Background: an optimization exercise with open tools, aiming at a short achievable clock period and few clock cycles. Do not read the settings as production practice. The RTL was checked by simulation tests, not by an equivalence proof against the original design. Power figures rest on the tool's default switching activity, not on a simulated workload.

==> 03-25: inputs <==
==> flow/design.v (excerpt) <==
module tau800_core (
    input  wire        clk,
    input  wire        rst,         
    output reg         mem_req,
    output reg         mem_we,
    output reg  [11:0] mem_addr,
    output reg  [5:0]  mem_wdata,
    input  wire        mem_ack,
    input  wire [5:0]  mem_rdata,
    output reg         halted,
    output reg  [2:0]  fault,
    output wire [5:0]  reg_a,
    output wire [5:0]  reg_bh,
    output wire [5:0]  reg_bl,
    output wire [5:0]  reg_ch,
    output wire [5:0]  reg_cl,
    output wire [5:0]  reg_x,
    output wire [11:0] pc_o,
    output wire [11:0] sp_o,
    output wire [3:0]  flags_o      
);
    localparam [11:0] PC_RESET = 12'h080;
    localparam [11:0] SP_RESET = 12'h03F;
    localparam F_N = 3'd0, F_J = 3'd1, F_R = 3'd2, F_U = 3'd3, F_B = 3'd4;
    localparam RD = 2'd0, WR = 2'd1;
    localparam K_REG = 3'd0, K_ABS = 3'd1, K_ABSX = 3'd2, K_IND = 3'd3, K_IMM = 3'd4;
    localparam FLT_OPCODE = 3'd1, FLT_KIND = 3'd2, FLT_IMMDST = 3'd3,
               FLT_TIMM = 3'd4, FLT_REG = 3'd5, FLT_TIME = 3'd6;
    localparam [4:0]
        S_OP    = 5'd0,  S_MODE  = 5'd1,  S_PAY   = 5'd2,  S_T0    = 5'd3,
        S_T1    = 5'd4,  S_PTRLO = 5'd5,  S_PTRHI = 5'd6,  S_VAL   = 5'd7,
        S_POP   = 5'd8,  S_GAP   = 5'd9,  S_WR    = 5'd10, S_J0    = 5'd11,
        S_J1    = 5'd12, S_CAL0  = 5'd13, S_CAL1  = 5'd14, S_RET0  = 5'd15,
        S_RET1  = 5'd16, S_BR    = 5'd17, S_HALT  = 5'd18, S_GAP2  = 5'd19, S_HALTING = 5'd20;
    reg [4:0]  state;
    reg [5:0]  regs [0:5];
    reg [11:0] pc, sp, pc_start;
    reg        fn, fv, fz, fc;
    reg [5:0]  op, opq;             
    reg        pfv;                 
    reg [2:0]  ksrc, kdst;          
    reg        tbit;
    reg [2:0]  mflt;                
    reg        opi;                 
    reg        sub;                 
    reg [5:0]  plo;                 
    reg [2:0]  hflt;                
    reg [11:0] addr [0:1];          
    reg [5:0]  ptrlo;
    reg [2:0]  ridx;                
    reg [5:0]  sval, dval;
    reg        tlo_nz;
    reg [5:0]  jlo, rhi;
    reg [11:0] tgt;
    reg        push;                
    reg        ex_pend;             
    reg        ex_gap;              
    localparam CB = 5, CN = 32;
    reg [CN-1:0] c_valid;
    reg [11-CB:0] c_tag [0:CN-1];
    reg [5:0]  c_mode [0:CN-1];
    reg [5:0]  c_slo [0:CN-1];
  ...
export LEC_CHECK = 0
export CAP_MARGIN = 20
export CORE_MARGIN = 2
export CORE_UTILIZATION = 50
export PLACE_DENSITY = 0.65
export SLEW_MARGIN = 20
create_clock -name core_clock -period 12.0 [get_ports {clk}]
standard.sh (not shown) runs the stock make flow with config.mk's settings and CLKGATE_MAP_FILE= SYNTH_SCRIPT=/design/flow/synth_recipe.tcl, a recipe that flattens the netlist after the stock synthesis.
==> flow/flow/run.sh <==
#!/bin/bash
set -euo pipefail
bash standard.sh SETUP_SLACK_MARGIN=8.5 finish > flow_make.log 2>&1
==> inputs of 04-27, as changes to 03-25 <==
--- a/flow/design.v
+++ b/flow/design.v
@@ -165,13 +165,13 @@
                FLT_TIMM = 3'd4, FLT_REG = 3'd5, FLT_TIME = 3'd6;
     localparam [4:0]
         S_OP    = 5'd0,  S_MODE  = 5'd1,  S_PAY   = 5'd2,  S_T0    = 5'd3,
         S_T1    = 5'd4,  S_PTRLO = 5'd5,  S_PTRHI = 5'd6,  S_VAL   = 5'd7,
         S_POP   = 5'd8,  S_GAP   = 5'd9,  S_WR    = 5'd10, S_J0    = 5'd11,
         S_J1    = 5'd12, S_CAL0  = 5'd13, S_CAL1  = 5'd14, S_RET0  = 5'd15,
-        S_RET1  = 5'd16, S_BR    = 5'd17, S_HALT  = 5'd18, S_GAP2  = 5'd19, S_HALTING = 5'd20;
+        S_RET1  = 5'd16, S_BR    = 5'd17, S_HALT  = 5'd18, S_GAP2  = 5'd19, S_HALTING = 5'd20, S_BRT = 5'd21;
     reg [4:0]  state;
     reg [5:0]  regs [0:5];
     reg [11:0] pc, sp, pc_start;
     reg        fn, fv, fz, fc;
     reg [5:0]  op, opq;             
     reg        pfv;                 
@@ -192,21 +192,23 @@
     reg        push;                
     reg        ex_pend;             
     reg        ex_gap;              
     localparam CB = 5, CN = 32;
     reg [CN-1:0] c_valid;
     reg [11-CB:0] c_tag [0:CN-1];
-    reg [5:0]  c_mode [0:CN-1];
+    reg [2:0]  c_ks [0:CN-1];
+    reg [2:0]  c_kd [0:CN-1];
     reg [5:0]  c_slo [0:CN-1];
     reg [5:0]  c_shi [0:CN-1];
     reg [5:0]  c_dlo [0:CN-1];
     reg [5:0]  c_dhi [0:CN-1];
     reg [11:0] c_npc [0:CN-1];
     reg [11:0] lo_b, hi_b;
     reg        ehit;                
-    reg [5:0]  e_mode, e_slo, e_shi, e_dlo, e_dhi;
+    reg [5:0]  e_slo, e_shi, e_dlo, e_dhi;
+    reg [2:0]  e_ks, e_kd;
     reg [11:0] e_npc;
     reg [5:0]  mode, pw_slo, pw_shi, pw_dlo, pw_dhi;
     reg        ex2_pend;            
     reg        ex2_gap, ex2_wreg;
     reg [2:0]  ex2_sel;
     reg [8:0]  ex2_m0, ex2_m1;
@@ -279,46 +281,12 @@
         end
     end
     wire [2:0] m_flt = m_bad                                   ? FLT_KIND   :
                        (m_kd == K_IMM && dst_role != RD)       ? FLT_IMMDST :
                        (mem_rdata[5] && m_kd == K_IMM &&
                         (!is_b || m_ks == K_IMM))              ? FLT_TIMM   : 3'd0;
-    reg  [2:0] e_ks, e_kd;
-    always @(*) begin
-        e_ks = K_IMM; e_kd = K_IMM;
-        if (is_b) begin
-            case (e_mode[4:0])
-                5'd0:  begin e_ks = 3'd0; e_kd = 3'd0; end
-                5'd1:  begin e_ks = 3'd1; e_kd = 3'd0; end
-                5'd2:  begin e_ks = 3'd2; e_kd = 3'd0; end
-                5'd3:  begin e_ks = 3'd3; e_kd = 3'd0; end
-                5'd4:  begin e_ks = 3'd4; e_kd = 3'd0; end
-                5'd5:  begin e_ks = 3'd0; e_kd = 3'd1; end
-                5'd6:  begin e_ks = 3'd1; e_kd = 3'd1; end
-                5'd7:  begin e_ks = 3'd2; e_kd = 3'd1; end
-                5'd8:  begin e_ks = 3'd3; e_kd = 3'd1; end
-                5'd9:  begin e_ks = 3'd4; e_kd = 3'd1; end
-                5'd10: begin e_ks = 3'd0; e_kd = 3'd2; end
-                5'd11: begin e_ks = 3'd1; e_kd = 3'd2; end
-                5'd12: begin e_ks = 3'd2; e_kd = 3'd2; end
-                5'd13: begin e_ks = 3'd3; e_kd = 3'd2; end
-                5'd14: begin e_ks = 3'd4; e_kd = 3'd2; end
-                5'd15: begin e_ks = 3'd0; e_kd = 3'd3; end
-                5'd16: begin e_ks = 3'd1; e_kd = 3'd3; end
-                5'd17: begin e_ks = 3'd2; e_kd = 3'd3; end
-                5'd18: begin e_ks = 3'd3; e_kd = 3'd3; end
-                5'd19: begin e_ks = 3'd4; e_kd = 3'd3; end
-                5'd20: begin e_ks = 3'd0; e_kd = 3'd4; end
-                5'd21: begin e_ks = 3'd1; e_kd = 3'd4; end
-                5'd22: begin e_ks = 3'd2; e_kd = 3'd4; end
-                5'd23: begin e_ks = 3'd3; e_kd = 3'd4; end
-                default: begin e_ks = 3'd4; e_kd = 3'd4; end
-            endcase
-        end else
-            e_kd = e_mode[2:0];
-    end
     reg [5:0] e_sr, e_dr;           
     always @(*) begin
         case (e_slo[2:0])
             3'd0: e_sr = regs[0];
             3'd1: e_sr = regs[1];
             3'd2: e_sr = regs[2];
@@ -393,37 +361,34 @@
     wire [11:0] sp1    = sp + 12'd1;
     wire [11:0] spm1   = sp - 12'd1;
     wire [6:0]  lox    = {1'b0, plo} + {1'b0, regs[5]};
     wire [11:0] a_abs  = {mem_rdata, plo};
     wire [11:0] a_absx = {mem_rdata + {5'd0, lox[6]}, lox[5:0]};
     wire [11:0] a_now  = (((opi ? kdst : ksrc) == K_ABSX) ? a_absx : a_abs);
-    wire [6:0]  br_lo  = {1'b0, pc1[5:0]} + {1'b0, mem_rdata};
-    wire [5:0]  br_hp  = pc1[11:6] + 6'd1;
-    wire [5:0]  br_hm  = pc1[11:6] - 6'd1;
-    wire [5:0]  br_hi  = (br_lo[6] == mem_rdata[5]) ? pc1[11:6] : (br_lo[6] ? br_hp : br_hm);
-    wire [11:0] br_tgt = {br_hi, br_lo[5:0]};
+    reg  [5:0]  brof;
+    wire [11:0] br_tgt = pc + {{6{brof[5]}}, brof};
     wire [11:0] a_inc  = addr[opi] + 12'd1;
     wire [11:0] ptr_t  = {mem_rdata, ptrlo};
     integer i;
     wire wflush   = mem_req && mem_we && (mem_addr >= lo_b) && (mem_addr < hi_b);
     wire        f_pay  = (state == S_PAY) && pl_last && !tbit;
     wire        f_t1   = (state == S_T1);
     wire        f_j1   = (state == S_J1);
-    wire        f_en   = f_pay || f_t1 || f_j1;
+    wire        f_brt  = (state == S_BRT);    
+    wire        f_en   = f_pay || f_t1 || f_j1 || f_brt;
     wire [CB-1:0] f_idx = pc_start[CB-1:0];
-    wire        f_ok   = xfer && (pc1 > pc_start) &&
-                         (f_pay ? !(mflt != 3'd0 || (kcur == K_REG && mem_rdata > 6'd5)) :
-                          f_t1  ? !(tlo_nz || mem_rdata != 6'd0) : 1'b1);
-    wire [5:0]  f_slo  = f_j1 ? jlo : pw_slo;
-    wire [5:0]  f_shi  = f_j1 ? mem_rdata : pw_shi;
+    wire        f_ok   = (pc1 > pc_start);
+    wire [5:0]  f_slo  = f_j1 ? jlo : f_brt ? br_tgt[5:0] : pw_slo;
+    wire [5:0]  f_shi  = f_j1 ? mem_rdata : f_brt ? br_tgt[11:6] : pw_shi;
     wire [5:0]  f_dlo  = (f_pay && !sub) ? mem_rdata : pw_dlo;
     wire [5:0]  f_dhi  = (f_pay && sub) ? mem_rdata : pw_dhi;
     always @(posedge clk) begin
         if (f_en) begin
             c_tag[f_idx]  <= pc_start[11:CB];
-            c_mode[f_idx] <= mode;
+            c_ks[f_idx]   <= ksrc;
+            c_kd[f_idx]   <= kdst;
             c_slo[f_idx]  <= f_slo;
             c_shi[f_idx]  <= f_shi;
             c_dlo[f_idx]  <= f_dlo;
             c_dhi[f_idx]  <= f_dhi;
             c_npc[f_idx]  <= pc1;
         end
@@ -500,13 +465,14 @@
             end
         end
     endtask
     always @(posedge clk) begin
         if (state == S_OP || state == S_GAP) begin
             ehit   <= l_hit;
-            e_mode <= c_mode[lidx];
+            e_ks   <= c_ks[lidx];
+            e_kd   <= c_kd[lidx];
             e_slo  <= c_slo[lidx];
             e_shi  <= c_shi[lidx];
             e_dlo  <= c_dlo[lidx];
             e_dhi  <= c_dhi[lidx];
             e_npc  <= c_npc[lidx];
         end
@@ -609,30 +575,32 @@
                     sval <= (ksrc == K_REG) ? rsel : mem_rdata;
                 else begin
                     dval <= (kdst == K_REG) ? rsel : mem_rdata;
                     ridx <= mem_rdata[2:0];
                 end
                 mem_wdata <= is_psh ? ((kdst == K_REG) ? rsel : mem_rdata) : sval;
+                hflt      <= (mflt != 3'd0) ? mflt : FLT_REG;
                 push      <= is_psh;
                 if (xfer) begin
                     pc       <= pc1;
                     mem_addr <= pc1;
-                    if (mflt != 3'd0 || (kcur == K_REG && mem_rdata > 6'd5)) begin
-                        hflt  <= (mflt != 3'd0) ? mflt : FLT_REG;
-                        state <= S_HALTING;
-                    end else if (!pl_last) begin
+                    if (!pl_last) begin
                         if (kcur_mem && !sub)
                             sub <= 1'b1;
                         else begin
                             opi <= 1'b1;
                             sub <= 1'b0;
                         end
                     end else if (tbit)
                         state <= S_T0;
-                    else begin
+                    else
                         go_access(ksrc, kdst, addr[0], a_now, pc1);
+                    if (mflt != 3'd0 || (kcur == K_REG && mem_rdata > 6'd5)) begin
+                        state   <= S_HALTING;
+                        mem_we  <= 1'b0;
+                        ex_pend <= 1'b0;
                     end
                 end
             end
             S_T0: begin
                 tlo_nz <= (mem_rdata != 6'd0);
                 if (xfer) begin
@@ -640,20 +608,20 @@
                     mem_addr <= pc1;
                     state    <= S_T1;
                 end
             end
             S_T1: begin
                 mem_wdata <= is_psh ? dval : sval;
+                hflt      <= FLT_TIME;
                 if (xfer) begin
                     pc       <= pc1;
-                    mem_addr <= pc1;
+                    go_access(ksrc, kdst, addr[0], addr[1], pc1);
                     if (tlo_nz || mem_rdata != 6'd0) begin
-                        hflt  <= FLT_TIME;
-                        state <= S_HALTING;
-                    end else begin
-                        go_access(ksrc, kdst, addr[0], addr[1], pc1);
+                        state   <= S_HALTING;
+                        mem_we  <= 1'b0;
+                        ex_pend <= 1'b0;
                     end
                 end
             end
             S_PTRLO: begin
                 ptrlo <= mem_rdata;
                 if (xfer) begin
@@ -804,21 +772,33 @@
             S_RET1: if (xfer) begin
                 sp       <= sp1;
                 pc       <= {rhi, mem_rdata};
                 mem_addr <= {rhi, mem_rdata};
                 state    <= S_OP;
             end
-            S_BR: if (xfer && !ex2_pend) begin
-                if (br_taken) begin
-                    pc       <= br_tgt;
-                    mem_addr <= br_tgt;
-                end else begin
+            S_BR: begin
+                brof <= mem_rdata;
+                if (xfer && !ex2_pend) begin
                     pc       <= pc1;
                     mem_addr <= pc1;
+                    if (br_taken && ehit) begin
+                        pc       <= {e_shi, e_slo};
+                        mem_addr <= {e_shi, e_slo};
+                        state    <= S_OP;
+                    end else if (br_taken) begin
+                        mem_req <= 1'b0;
+                        state   <= S_BRT;
+                    end else
+                        state <= S_OP;
                 end
-                state <= S_OP;
+            end
+            S_BRT: begin
+                pc       <= br_tgt;
+                mem_addr <= br_tgt;
+                mem_req  <= 1'b1;
+                state    <= S_OP;
             end
             default: ;    
         endcase
         if (rst) begin
             state    <= S_OP;
             pc       <= PC_RESET;
==> inputs of 06-04, as changes to 03-25 <==
--- a/flow/design.v
+++ b/flow/design.v
@@ -165,13 +165,13 @@
                FLT_TIMM = 3'd4, FLT_REG = 3'd5, FLT_TIME = 3'd6;
     localparam [4:0]
         S_OP    = 5'd0,  S_MODE  = 5'd1,  S_PAY   = 5'd2,  S_T0    = 5'd3,
         S_T1    = 5'd4,  S_PTRLO = 5'd5,  S_PTRHI = 5'd6,  S_VAL   = 5'd7,
         S_POP   = 5'd8,  S_GAP   = 5'd9,  S_WR    = 5'd10, S_J0    = 5'd11,
         S_J1    = 5'd12, S_CAL0  = 5'd13, S_CAL1  = 5'd14, S_RET0  = 5'd15,
-        S_RET1  = 5'd16, S_BR    = 5'd17, S_HALT  = 5'd18, S_GAP2  = 5'd19, S_HALTING = 5'd20;
+        S_RET1  = 5'd16, S_BR    = 5'd17, S_HALT  = 5'd18, S_GAP2  = 5'd19, S_HALTING = 5'd20, S_BRT = 5'd21;
     reg [4:0]  state;
     reg [5:0]  regs [0:5];
     reg [11:0] pc, sp, pc_start;
     reg        fn, fv, fz, fc;
     reg [5:0]  op, opq;             
     reg        pfv;                 
@@ -192,21 +192,23 @@
     reg        push;                
     reg        ex_pend;             
     reg        ex_gap;              
     localparam CB = 5, CN = 32;
     reg [CN-1:0] c_valid;
     reg [11-CB:0] c_tag [0:CN-1];
-    reg [5:0]  c_mode [0:CN-1];
+    reg [2:0]  c_ks [0:CN-1];
+    reg [2:0]  c_kd [0:CN-1];
     reg [5:0]  c_slo [0:CN-1];
     reg [5:0]  c_shi [0:CN-1];
     reg [5:0]  c_dlo [0:CN-1];
     reg [5:0]  c_dhi [0:CN-1];
     reg [11:0] c_npc [0:CN-1];
     reg [11:0] lo_b, hi_b;
     reg        ehit;                
-    reg [5:0]  e_mode, e_slo, e_shi, e_dlo, e_dhi;
+    reg [5:0]  e_slo, e_shi, e_dlo, e_dhi;
+    reg [2:0]  e_ks, e_kd;
     reg [11:0] e_npc;
     reg [5:0]  mode, pw_slo, pw_shi, pw_dlo, pw_dhi;
     reg        ex2_pend;            
     reg        ex2_gap, ex2_wreg;
     reg [2:0]  ex2_sel;
     reg [8:0]  ex2_m0, ex2_m1;
@@ -279,46 +281,12 @@
         end
     end
     wire [2:0] m_flt = m_bad                                   ? FLT_KIND   :
                        (m_kd == K_IMM && dst_role != RD)       ? FLT_IMMDST :
                        (mem_rdata[5] && m_kd == K_IMM &&
                         (!is_b || m_ks == K_IMM))              ? FLT_TIMM   : 3'd0;
-    reg  [2:0] e_ks, e_kd;
-    always @(*) begin
-        e_ks = K_IMM; e_kd = K_IMM;
-        if (is_b) begin
-            case (e_mode[4:0])
-                5'd0:  begin e_ks = 3'd0; e_kd = 3'd0; end
-                5'd1:  begin e_ks = 3'd1; e_kd = 3'd0; end
-                5'd2:  begin e_ks = 3'd2; e_kd = 3'd0; end
-                5'd3:  begin e_ks = 3'd3; e_kd = 3'd0; end
-                5'd4:  begin e_ks = 3'd4; e_kd = 3'd0; end
-                5'd5:  begin e_ks = 3'd0; e_kd = 3'd1; end
-                5'd6:  begin e_ks = 3'd1; e_kd = 3'd1; end
-                5'd7:  begin e_ks = 3'd2; e_kd = 3'd1; end
-                5'd8:  begin e_ks = 3'd3; e_kd = 3'd1; end
-                5'd9:  begin e_ks = 3'd4; e_kd = 3'd1; end
-                5'd10: begin e_ks = 3'd0; e_kd = 3'd2; end
-                5'd11: begin e_ks = 3'd1; e_kd = 3'd2; end
-                5'd12: begin e_ks = 3'd2; e_kd = 3'd2; end
-                5'd13: begin e_ks = 3'd3; e_kd = 3'd2; end
-                5'd14: begin e_ks = 3'd4; e_kd = 3'd2; end
-                5'd15: begin e_ks = 3'd0; e_kd = 3'd3; end
-                5'd16: begin e_ks = 3'd1; e_kd = 3'd3; end
-                5'd17: begin e_ks = 3'd2; e_kd = 3'd3; end
-                5'd18: begin e_ks = 3'd3; e_kd = 3'd3; end
-                5'd19: begin e_ks = 3'd4; e_kd = 3'd3; end
-                5'd20: begin e_ks = 3'd0; e_kd = 3'd4; end
-                5'd21: begin e_ks = 3'd1; e_kd = 3'd4; end
-                5'd22: begin e_ks = 3'd2; e_kd = 3'd4; end
-                5'd23: begin e_ks = 3'd3; e_kd = 3'd4; end
-                default: begin e_ks = 3'd4; e_kd = 3'd4; end
-            endcase
-        end else
-            e_kd = e_mode[2:0];
-    end
     reg [5:0] e_sr, e_dr;           
     always @(*) begin
         case (e_slo[2:0])
             3'd0: e_sr = regs[0];
             3'd1: e_sr = regs[1];
             3'd2: e_sr = regs[2];
@@ -393,37 +361,33 @@
     wire [11:0] sp1    = sp + 12'd1;
     wire [11:0] spm1   = sp - 12'd1;
     wire [6:0]  lox    = {1'b0, plo} + {1'b0, regs[5]};
     wire [11:0] a_abs  = {mem_rdata, plo};
     wire [11:0] a_absx = {mem_rdata + {5'd0, lox[6]}, lox[5:0]};
     wire [11:0] a_now  = (((opi ? kdst : ksrc) == K_ABSX) ? a_absx : a_abs);
-    wire [6:0]  br_lo  = {1'b0, pc1[5:0]} + {1'b0, mem_rdata};
-    wire [5:0]  br_hp  = pc1[11:6] + 6'd1;
-    wire [5:0]  br_hm  = pc1[11:6] - 6'd1;
-    wire [5:0]  br_hi  = (br_lo[6] == mem_rdata[5]) ? pc1[11:6] : (br_lo[6] ? br_hp : br_hm);
-    wire [11:0] br_tgt = {br_hi, br_lo[5:0]};
+    reg  [5:0]  brof;
+    wire [11:0] br_tgt = pc + {{6{brof[5]}}, brof};
     wire [11:0] a_inc  = addr[opi] + 12'd1;
     wire [11:0] ptr_t  = {mem_rdata, ptrlo};
     integer i;
     wire wflush   = mem_req && mem_we && (mem_addr >= lo_b) && (mem_addr < hi_b);
     wire        f_pay  = (state == S_PAY) && pl_last && !tbit;
     wire        f_t1   = (state == S_T1);
     wire        f_j1   = (state == S_J1);
     wire        f_en   = f_pay || f_t1 || f_j1;
     wire [CB-1:0] f_idx = pc_start[CB-1:0];
-    wire        f_ok   = xfer && (pc1 > pc_start) &&
-                         (f_pay ? !(mflt != 3'd0 || (kcur == K_REG && mem_rdata > 6'd5)) :
-                          f_t1  ? !(tlo_nz || mem_rdata != 6'd0) : 1'b1);
+    wire        f_ok   = (pc1 > pc_start);
     wire [5:0]  f_slo  = f_j1 ? jlo : pw_slo;
     wire [5:0]  f_shi  = f_j1 ? mem_rdata : pw_shi;
     wire [5:0]  f_dlo  = (f_pay && !sub) ? mem_rdata : pw_dlo;
     wire [5:0]  f_dhi  = (f_pay && sub) ? mem_rdata : pw_dhi;
     always @(posedge clk) begin
         if (f_en) begin
             c_tag[f_idx]  <= pc_start[11:CB];
-            c_mode[f_idx] <= mode;
+            c_ks[f_idx]   <= ksrc;
+            c_kd[f_idx]   <= kdst;
             c_slo[f_idx]  <= f_slo;
             c_shi[f_idx]  <= f_shi;
             c_dlo[f_idx]  <= f_dlo;
             c_dhi[f_idx]  <= f_dhi;
             c_npc[f_idx]  <= pc1;
         end
@@ -500,13 +464,14 @@
             end
         end
     endtask
     always @(posedge clk) begin
         if (state == S_OP || state == S_GAP) begin
             ehit   <= l_hit;
-            e_mode <= c_mode[lidx];
+            e_ks   <= c_ks[lidx];
+            e_kd   <= c_kd[lidx];
             e_slo  <= c_slo[lidx];
             e_shi  <= c_shi[lidx];
             e_dlo  <= c_dlo[lidx];
             e_dhi  <= c_dhi[lidx];
             e_npc  <= c_npc[lidx];
         end
@@ -609,30 +574,32 @@
                     sval <= (ksrc == K_REG) ? rsel : mem_rdata;
                 else begin
                     dval <= (kdst == K_REG) ? rsel : mem_rdata;
                     ridx <= mem_rdata[2:0];
                 end
                 mem_wdata <= is_psh ? ((kdst == K_REG) ? rsel : mem_rdata) : sval;
+                hflt      <= (mflt != 3'd0) ? mflt : FLT_REG;
                 push      <= is_psh;
                 if (xfer) begin
                     pc       <= pc1;
                     mem_addr <= pc1;
-                    if (mflt != 3'd0 || (kcur == K_REG && mem_rdata > 6'd5)) begin
-                        hflt  <= (mflt != 3'd0) ? mflt : FLT_REG;
-                        state <= S_HALTING;
-                    end else if (!pl_last) begin
+                    if (!pl_last) begin
                         if (kcur_mem && !sub)
                             sub <= 1'b1;
                         else begin
                             opi <= 1'b1;
                             sub <= 1'b0;
                         end
                     end else if (tbit)
                         state <= S_T0;
-                    else begin
+                    else
                         go_access(ksrc, kdst, addr[0], a_now, pc1);
+                    if (mflt != 3'd0 || (kcur == K_REG && mem_rdata > 6'd5)) begin
+                        state   <= S_HALTING;
+                        mem_we  <= 1'b0;
+                        ex_pend <= 1'b0;
                     end
                 end
             end
             S_T0: begin
                 tlo_nz <= (mem_rdata != 6'd0);
                 if (xfer) begin
@@ -640,20 +607,20 @@
                     mem_addr <= pc1;
                     state    <= S_T1;
                 end
             end
             S_T1: begin
                 mem_wdata <= is_psh ? dval : sval;
+                hflt      <= FLT_TIME;
                 if (xfer) begin
                     pc       <= pc1;
-                    mem_addr <= pc1;
+                    go_access(ksrc, kdst, addr[0], addr[1], pc1);
                     if (tlo_nz || mem_rdata != 6'd0) begin
-                        hflt  <= FLT_TIME;
-                        state <= S_HALTING;
-                    end else begin
-                        go_access(ksrc, kdst, addr[0], addr[1], pc1);
+                        state   <= S_HALTING;
+                        mem_we  <= 1'b0;
+                        ex_pend <= 1'b0;
                     end
                 end
             end
             S_PTRLO: begin
                 ptrlo <= mem_rdata;
                 if (xfer) begin
@@ -804,21 +771,29 @@
             S_RET1: if (xfer) begin
                 sp       <= sp1;
                 pc       <= {rhi, mem_rdata};
                 mem_addr <= {rhi, mem_rdata};
                 state    <= S_OP;
             end
-            S_BR: if (xfer && !ex2_pend) begin
-                if (br_taken) begin
-                    pc       <= br_tgt;
-                    mem_addr <= br_tgt;
-                end else begin
+            S_BR: begin
+                brof <= mem_rdata;
+                if (xfer && !ex2_pend) begin
                     pc       <= pc1;
                     mem_addr <= pc1;
+                    if (br_taken) begin
+                        mem_req <= 1'b0;
+                        state   <= S_BRT;
+                    end else
+                        state <= S_OP;
                 end
-                state <= S_OP;
+            end
+            S_BRT: begin
+                pc       <= br_tgt;
+                mem_addr <= br_tgt;
+                mem_req  <= 1'b1;
+                state    <= S_OP;
             end
             default: ;    
         endcase
         if (rst) begin
             state    <= S_OP;
             pc       <= PC_RESET;
==> out/metrics.yaml <==
outcome: "no timing/DRC/antenna violations"
wl_met3_mm: 41.9
critPathKind: "primary input to register"
seq_area_share_pct: 51.3
worst_path_max_delay_cell: "o31a_1"
rrSetupSlack_ps: 8140
num_antenna_cells: 5
final_core_utilization_pct: 60.4
slowest_delay_ps: 370
relSlewSlack_pct: 22.4
synth_top_area_share_pct: 57.9
pwr-share-clk_pct: 24.2
seqCellArea_sq_um: 58100
nets: 7292
grt_max_degree: 84
worstHoldPathCells: 2
That was 06-04.
==> out/metrics.yaml <==
worstHoldPathCells: 2
rrSetupSlack_ps: 7410
outcome: "no timing/DRC/antenna violations"
relSlewSlack_pct: 14.2
num_antenna_cells: 10
seqCellArea_sq_um: 57000
seq_area_share_pct: 49.8
grt_max_degree: 129
synth_top_area_share_pct: 57.3
nets: 7414
pwr-share-clk_pct: 24.5
critPathKind: "primary input to register"
wl_met3_mm: 41.4
That was 03-25.
==> out/metrics.yaml <==
outcome: "no timing/DRC/antenna violations"
synth_top_area_share_pct: 57.8
slowest_delay_ps: 390
worstHoldPathCells: 1
critPathKind: "register to register"
worst_path_max_delay_cell: "edfxtp_1"
wl_met3_mm: 40.6
rrSetupSlack_ps: 8090
seqCellArea_sq_um: 58100
num_antenna_cells: 4
relSlewSlack_pct: 12.9
grt_max_degree: 144
That was 04-27.
Testbench counts of 03-25, summed over its fixed seeds: cycles 362,581.
Testbench counts of 04-27, summed over its fixed seeds: cycles 367,383.
Testbench counts of 06-04, summed over its fixed seeds: cycles 369,219.

static timing again, ports no longer ideal:
Ports are ideal in the flow. The routed layouts listed here were re-timed in OpenROAD.
Step 1 assumes that a clkbuf_16 drives the clock port and a buf_2 every other input.
Step 2 also shifts input and output timing later by t, the mid clock arrival at the registers, as if the neighbouring blocks saw the same clock.
a / b / c = no drivers / after step 1 / after step 2; a / b = the first two.
run | t, ns | setup WS [ns] | hold WS [ns] | worst setup path after step 2
03-25 | 0.929 | 7.056 / 7.094 / 6.164 | 0.458 / 0.458 / 0.458 | input to register
04-27 | 0.931 | 8.089 / 8.061 / 7.193 | 0.463 / 0.463 / 0.463 | input to register
06-04 | 0.912 | 7.960 / 7.958 / 7.046 | 0.456 / 0.456 / 0.456 | input to register
After both steps setup and hold are still met in every run listed. The setup slack of 06-04, which loses most, moves by -0.002 ns with the drivers and by -0.914 ns with both steps.
